What follows belongs to an exercise in optimizing a design on an open flow for small area and few clock cycles; a production flow would make more cautious choices. Function was checked by simulation only, so behaviour that the tests miss may differ from the original. The clock port is modelled as an ideal driver; clocking choices that lean on that would not hold on a real chip. No activity file was given, so power comes from the tool's default toggle rates.

## slmp_engine
module slmp_engine (
    input  wire        clk,
    input  wire        rst,
    input  wire        cmd_valid,
    output wire        cmd_ready,
    input  wire [7:0]  cmd_op,
    input  wire [7:0]  cmd_dev,
    input  wire [15:0] cmd_addr,
    input  wire [15:0] cmd_count,
    input  wire [15:0] cmd_plen,
    input  wire        in_valid,
    output wire        in_ready,
    input  wire [7:0]  in_data,
    input  wire        rx_valid,
    output wire        rx_ready,
    input  wire [7:0]  rx_data,
    input  wire [1:0]  rx_term,
    output wire        dout_valid,
    input  wire        dout_ready,
    output wire [7:0]  dout_data,
    output reg         done,
    output wire [3:0]  st_err,
    output wire [3:0]  st_sub,
    output wire [15:0] st_code,
    output wire [16:0] olen,
    output wire [15:0] res
);
Settings: LEC_CHECK=0, CAP_MARGIN=20, CORE_MARGIN=2, CORE_UTILIZATION=40, CTS_BUF_LIST=sky130_fd_sc_hd__clkbuf_8, CTS_CLUSTER_DIAMETER=150, CTS_CLUSTER_SIZE=40, SLEW_MARGIN=20; clock period 5.0 ns.
standard.sh (not shown) runs the stock make flow with config.mk's settings and CLKGATE_MAP_FILE= SYNTH_SCRIPT=/design/flow/synth_recipe.tcl, a recipe that flattens the netlist after the stock synthesis.
==> flow/flow/run.sh <==
#!/bin/bash
# Layout flow: the standard ORFS flow (standard.sh) with extra make
# settings listed in flow/extra_args (one per line), and the standard
# synthesis script run with an area-oriented ABC script (flow/my_synth.tcl.in).
# Each tool's full output goes to a log of its own in this folder.
set -euo pipefail
here=$(pwd)
sed "s|@HERE@|$here|g" flow/my_synth.tcl.in > my_synth.tcl
args=("SYNTH_SCRIPT=$here/my_synth.tcl")
while IFS= read -r line; do
  [[ -z "$line" ]] && continue
  args+=("${line//@HERE@/$here}")
done < flow/extra_args
bash standard.sh "${args[@]}" finish > standard_run.log 2>&1
==> flow/flow/abc_area.script <==
&get -n
&st
&deepsyn -T 60
&dch -f
&nf -R 1000 -p -F 8
&put
mfs3 -a
topo
stime -c
dnsize -c
==> flow/flow/extra_args <==
BUFFER_PORTS_ARGS=-buffer_cell sky130_fd_sc_hd__buf_1
GPL_TIMING_DRIVEN=0
PRE_GLOBAL_PLACE_TCL=@HERE@/flow/rmbuf.tcl
POST_CTS_TCL=@HERE@/flow/recover.tcl
CTS_ARGS=-sink_clustering_enable -repair_clock_nets -sink_clustering_size 40 -sink_clustering_max_diameter 150 -buf_list sky130_fd_sc_hd__clkbuf_8 -dont_use_dummy_load
ADDER_MAP_FILE=
==> flow/flow/my_synth.tcl.in <==
# Synthesis: the standard synthesis script (synth_recipe.tcl) unchanged,
# except that ABC maps the logic with an area-oriented script
# (flow/abc_area.script) in place of ORFS's speed script. Registers are
# mapped before ABC runs, so they are the standard synthesis's.
proc abc {args} {
  set i [lsearch -exact $args -script]
  if {$i >= 0} { lset args [expr {$i + 1}] {@HERE@/flow/abc_area.script} }
  yosys abc {*}$args
}
source {@HERE@/synth_recipe.tcl}
==> flow/flow/recover.tcl <==
# area recovery after CTS: downsize gates off the critical paths, then
# repair any slew/cap the downsizing caused, and legalize again
estimate_parasitics -placement
repair_timing -recover_power 100 -verbose
repair_design -slew_margin 20 -cap_margin 20 -verbose
detailed_placement
check_placement -verbose
estimate_parasitics -placement
==> flow/flow/rmbuf.tcl <==
remove_buffers
Testbench counts at the start, summed over its fixed seeds: cycles 92,211.
Change:
==> flow/flow/abc_area.script (replaced) <==
&get -n
&st
&deepsyn -T 60
&dch -f
&nf -R 1000 -p -F 8
&put
topo
stime -c
dnsize -c
--- a/flow/flow/recover.tcl
+++ b/flow/flow/recover.tcl
@@ -5 +5 @@
-repair_design -slew_margin 20 -cap_margin 20 -verbose
+repair_design -slew_margin 5 -cap_margin 5 -verbose
Settings changed: CAP_MARGIN 20 to 5, SLEW_MARGIN 20 to 5.
Result:
- The new run finished with timing, DRC and antenna clean
- flip-flop and latch count is unchanged
- clock skew hardly moves
- critical path depth stays the same
- cell count rises by 0.32%
- routed wire length rises by 2.1%
- hold slack is worse by 0.011 ns
- non-clock buffer count rises by 1
- core utilization is about the same
- sequential power is about the same
- global-route usage rises by 0.46 points
- final area stays flat
Change:
--- a/flow/flow/recover.tcl
+++ b/flow/flow/recover.tcl
@@ -5 +5 @@
-repair_design -slew_margin 5 -cap_margin 5 -verbose
+repair_design -slew_margin 20 -cap_margin 20 -verbose
Settings changed: CAP_MARGIN 5 to 20, SLEW_MARGIN 5 to 20.
Worst setup slack is better by 0.12 ns.
Wire length came out lower by 0.41%.
Critical path depth is unchanged.
Total power hardly moves.


quartz:
Another version of the RTL of slmp_engine (not shown whole).
Size: ~92 flip-flops, roughly 6600 µm² of cells after synthesis.
==> flow/config.mk <==
export PLATFORM = sky130hd
export DESIGN_NAME = slmp_engine
export DESIGN_NICKNAME = slmp_engine
export VERILOG_FILES = /design/flow/design.v
export SDC_FILE = /design/flow/constraint.sdc
export NUM_CORES = 4
export LEC_CHECK = 0
export CAP_MARGIN = 20
export CORE_MARGIN = 2
export CORE_UTILIZATION = 40
export CTS_BUF_LIST = sky130_fd_sc_hd__clkbuf_8
export CTS_CLUSTER_DIAMETER = 500
export CTS_CLUSTER_SIZE = 100
export SLEW_MARGIN = 20
==> flow/constraint.sdc <==
create_clock -name core_clock -period 5.0 [get_ports {clk}]
set_input_delay 1.0000 -clock core_clock [delete_from_list [all_inputs] [get_ports {clk}]]
set_output_delay 1.0000 -clock core_clock [all_outputs]
set_load 0.01 [all_outputs]
==> flow/flow/run.sh <==
#!/bin/bash
# Layout flow: the standard ORFS flow (standard.sh) with extra make
# settings listed in flow/extra_args (one per line). Each tool's full
# output goes to a log of its own in this folder.
set -euo pipefail
here=$(pwd)
args=()
while IFS= read -r line; do
  [[ -z "$line" ]] && continue
  args+=("${line//@HERE@/$here}")
done < flow/extra_args
bash standard.sh "${args[@]}" finish > standard_run.log 2>&1
==> flow/flow/extra_args <==
BUFFER_PORTS_ARGS=-buffer_cell sky130_fd_sc_hd__buf_1
RECOVER_POWER=100
GPL_TIMING_DRIVEN=0
PRE_GLOBAL_PLACE_TCL=@HERE@/flow/rmbuf.tcl
Scripts as last shown in full above: flow/flow/rmbuf.tcl
quartz ran in full, but the layout does not pass; the checks complain about max-capacitance violations, max-slew violations.
Testbench counts of quartz, summed over its fixed seeds: cycles 92,211.
Input changes introduced in pepper (baseline for comparison: quartz):
Settings: CTS_CLUSTER_DIAMETER now 150, was 500; CTS_CLUSTER_SIZE now 40, was 100.
==> flow/flow/run.sh <==
#!/bin/bash
# Layout flow: the standard ORFS flow (standard.sh) with extra make
# settings listed in flow/extra_args (one per line), and the standard
# synthesis script run with an area-oriented ABC script (flow/my_synth.tcl.in).
# Each tool's full output goes to a log of its own in this folder.
set -euo pipefail
here=$(pwd)
sed "s|@HERE@|$here|g" flow/my_synth.tcl.in > my_synth.tcl
args=("SYNTH_SCRIPT=$here/my_synth.tcl")
while IFS= read -r line; do
  [[ -z "$line" ]] && continue
  args+=("${line//@HERE@/$here}")
done < flow/extra_args
bash standard.sh "${args[@]}" finish > standard_run.log 2>&1
==> flow/flow/abc_area.script (new file) <==
&get -n
&st
&deepsyn -T 60
&dch -f
&nf -R 1000 -p -F 8
&put
topo
stime -c
dnsize -c
==> flow/flow/extra_args <==
BUFFER_PORTS_ARGS=-buffer_cell sky130_fd_sc_hd__buf_1
GPL_TIMING_DRIVEN=0
PRE_GLOBAL_PLACE_TCL=@HERE@/flow/rmbuf.tcl
POST_CTS_TCL=@HERE@/flow/recover.tcl
CTS_ARGS=-sink_clustering_enable -repair_clock_nets -sink_clustering_size 40 -sink_clustering_max_diameter 150 -buf_list sky130_fd_sc_hd__clkbuf_8 -dont_use_dummy_load
==> flow/flow/my_synth.tcl.in (new file) <==
# Synthesis: the standard synthesis script (synth_recipe.tcl) unchanged,
# except that ABC maps the logic with an area-oriented script
# (flow/abc_area.script) in place of ORFS's speed script. Registers are
# mapped before ABC runs, so they are the standard synthesis's.
proc abc {args} {
  set i [lsearch -exact $args -script]
  if {$i >= 0} { lset args [expr {$i + 1}] {@HERE@/flow/abc_area.script} }
  yosys abc {*}$args
}
source {@HERE@/synth_recipe.tcl}
==> flow/flow/recover.tcl (new file) <==
# area recovery after CTS: downsize gates off the critical paths, then
# repair any slew/cap the downsizing caused, and legalize again
estimate_parasitics -placement
repair_timing -recover_power 100 -verbose
repair_design -slew_margin 20 -cap_margin 20 -verbose
detailed_placement
check_placement -verbose
estimate_parasitics -placement
[summary]
The flow did not stop early for pepper: all stages ran, and the layout cleared the timing, DRC and antenna checks. Changes observed in pepper relative to quartz: power fell by about 26%, aggregate routed wire length fell by 13%, count of cell types in the netlist fell by about 27%. Global-route met1 utilization (pepper over quartz): decrease, 0.29 points. Against quartz, vias per cell in pepper fell slightly. The first-iteration DRC count of pepper was superior to that of quartz.
Inputs modified between pepper and onyx:
==> flow/flow/run.sh <==
#!/bin/bash
# Layout flow: the standard ORFS flow (standard.sh), with the port
# buffers made of the smallest buffer cell instead of the default pick.
# Each tool's full output goes to its own log in this folder.
set -euo pipefail
bash standard.sh "BUFFER_PORTS_ARGS=-buffer_cell sky130_fd_sc_hd__buf_1" finish > standard_run.log 2>&1
removed: flow/flow/abc_area.script
removed: flow/flow/extra_args
removed: flow/flow/my_synth.tcl.in
removed: flow/flow/recover.tcl
removed: flow/flow/rmbuf.tcl
### Flow results
In the metrics for onyx and pepper, the one carrying the lower area of the multi-input gates is pepper.
Cell with the biggest individual delay on the critical path: clkinv_2 -> pepper, edfxtp_1 -> onyx
Compare onyx and pepper | met3 routed wirelength higher: onyx
Summary of the comparison: total non-filler cell area in the finished layout is higher in onyx, relative to pepper.
Comparing pepper against onyx, there is no change at all in final count of pins violating max slew.
## Diff of input files: cedar against onyx
==> flow/flow/run.sh <==
#!/bin/bash
# Layout flow: the standard ORFS flow (standard.sh) with extra make
# settings listed in flow/extra_args (one per line). Each tool's full
# output goes to a log of its own in this folder.
set -euo pipefail
here=$(pwd)
args=()
while IFS= read -r line; do
  [[ -z "$line" ]] && continue
  args+=("${line//@HERE@/$here}")
done < flow/extra_args
bash standard.sh "${args[@]}" finish > standard_run.log 2>&1
==> flow/flow/extra_args (new file) <==
BUFFER_PORTS_ARGS=-buffer_cell sky130_fd_sc_hd__buf_1
GPL_TIMING_DRIVEN=0
PRE_GLOBAL_PLACE_TCL=@HERE@/flow/rmbuf.tcl
POST_CTS_TCL=@HERE@/flow/recover.tcl
CTS_ARGS=-sink_clustering_enable -repair_clock_nets -sink_clustering_size 40 -sink_clustering_max_diameter 150 -buf_list sky130_fd_sc_hd__clkbuf_8 -dont_use_dummy_load
==> flow/flow/recover.tcl (new file) <==
# area recovery after CTS: downsize gates off the critical paths, then
# repair any slew/cap the downsizing caused, and legalize again
estimate_parasitics -placement
repair_timing -recover_power 100 -verbose
repair_design -slew_margin 20 -cap_margin 20 -verbose
detailed_placement
check_placement -verbose
estimate_parasitics -placement
==> flow/flow/rmbuf.tcl (new file) <==
remove_buffers
### Flow results
The final layout from cedar, which completed every stage, passed the timing, DRC and antenna checks at the end of the flow.
Via count of the first global-routing pass (cedar over onyx): decrease, 243
On cedar: total routed wirelength is 3.5% lower than what onyx gave.
| met1 layer usage reported by global route | lower: cedar |
Changes observed in cedar relative to onyx: cell area now sits lower; post-placement cell area shows a reduction of 1.2%; utilization after layout -0.92 points; share of post-route cells with drive strength above 1 down 2.4 points; cell count of the worst reg-to-reg path fell by 1.
Looking only at critical path depth, and setting everything else aside, the higher value of cedar and onyx goes to onyx.
The multi-input gate share of the layout cell area of cedar exceeds that of onyx by 1.2 points.
## Diff of input files: willow against cedar
==> flow/flow/run.sh <==
#!/bin/bash
# Layout flow: the standard ORFS flow (standard.sh) with extra make
# settings listed in flow/extra_args (one per line), and the standard
# synthesis script run with an area-oriented ABC script (flow/my_synth.tcl.in).
# Each tool's full output goes to a log of its own in this folder.
set -euo pipefail
here=$(pwd)
sed "s|@HERE@|$here|g" flow/my_synth.tcl.in > my_synth.tcl
args=("SYNTH_SCRIPT=$here/my_synth.tcl")
while IFS= read -r line; do
  [[ -z "$line" ]] && continue
  args+=("${line//@HERE@/$here}")
done < flow/extra_args
bash standard.sh "${args[@]}" finish > standard_run.log 2>&1
==> flow/flow/abc_area.script (new file) <==
&get -n
&st
&deepsyn -T 60
&dch -f
&nf -R 1000 -p -F 8
&put
topo
stime -c
dnsize -c
--- a/flow/flow/extra_args
+++ b/flow/flow/extra_args
@@ -4,2 +4,3 @@
 POST_CTS_TCL=@HERE@/flow/recover.tcl
 CTS_ARGS=-sink_clustering_enable -repair_clock_nets -sink_clustering_size 40 -sink_clustering_max_diameter 150 -buf_list sky130_fd_sc_hd__clkbuf_8 -dont_use_dummy_load
+ADDER_MAP_FILE=
==> flow/flow/my_synth.tcl.in (new file) <==
# Synthesis: the standard synthesis script (synth_recipe.tcl) unchanged,
# except that ABC maps the logic with an area-oriented script
# (flow/abc_area.script) in place of ORFS's speed script. Registers are
# mapped before ABC runs, so they are the standard synthesis's.
proc abc {args} {
  set i [lsearch -exact $args -script]
  if {$i >= 0} { lset args [expr {$i + 1}] {@HERE@/flow/abc_area.script} }
  yosys abc {*}$args
}
source {@HERE@/synth_recipe.tcl}
willow: flow completed, timing, DRC and antenna clean. Delta (willow minus cedar): routing usage on met1 went up 1.3 points; worst-case headroom to the max-slew limit went up 9.4 points; die footprint went down about 15%; cell internal power dissipation went down 3.7%. Number of fill cells in the layout ends up higher on cedar. Smallest setup slack after layout of willow is on par with cedar. The lower area overhead of the layout relative to synthesis came out of cedar.

==> separate check: timing with driven ports <==
How much do the figures lean on ideal ports? The routed layouts below were timed once more, with nothing changed but the port constraints.
Step 1: set_driving_cell puts a clkbuf_16 on clk and a buf_2 on each other input, an assumption about the parent block.
Step 2, shift: input delay + t, output delay - t, t = (earliest + latest rising clock arrival at the registers) / 2. This alone moves slack from input paths to output paths.
Slacks: ideal ports / drivers / drivers and shift; pairs: ideal ports / drivers.
run	t (ns)	slack for setup (ns)	hold WS [ns]	worst setup path at the end	cell pins on the clock port's net
the first run of note 1	0.402	0.231 / 0.196 / 0.329	0.509 / 0.509 / 0.509	register to register	1
the second run of note 1	0.405	0.203 / 0.167 / 0.473	0.498 / 0.498 / 0.498	register to register	1
the third run of note 1	0.408	0.322 / 0.286 / 0.512	0.506 / 0.506 / 0.506	register to register	1
quartz	0.420	0.319 / 0.284 / 0.569	0.453 / 0.453 / 0.453	register to register	1
pepper	0.412	0.266 / 0.233 / 0.457	0.499 / 0.499 / 0.499	register to register	1
onyx	0.429	0.460 / 0.421 / 0.850	0.441 / 0.441 / 0.441	register to output	1
cedar	0.416	0.344 / 0.309 / 0.725	0.450 / 0.450 / 0.450	register to output	1
willow	0.407	0.344 / 0.306 / 0.413	0.453 / 0.453 / 0.453	register to register	1
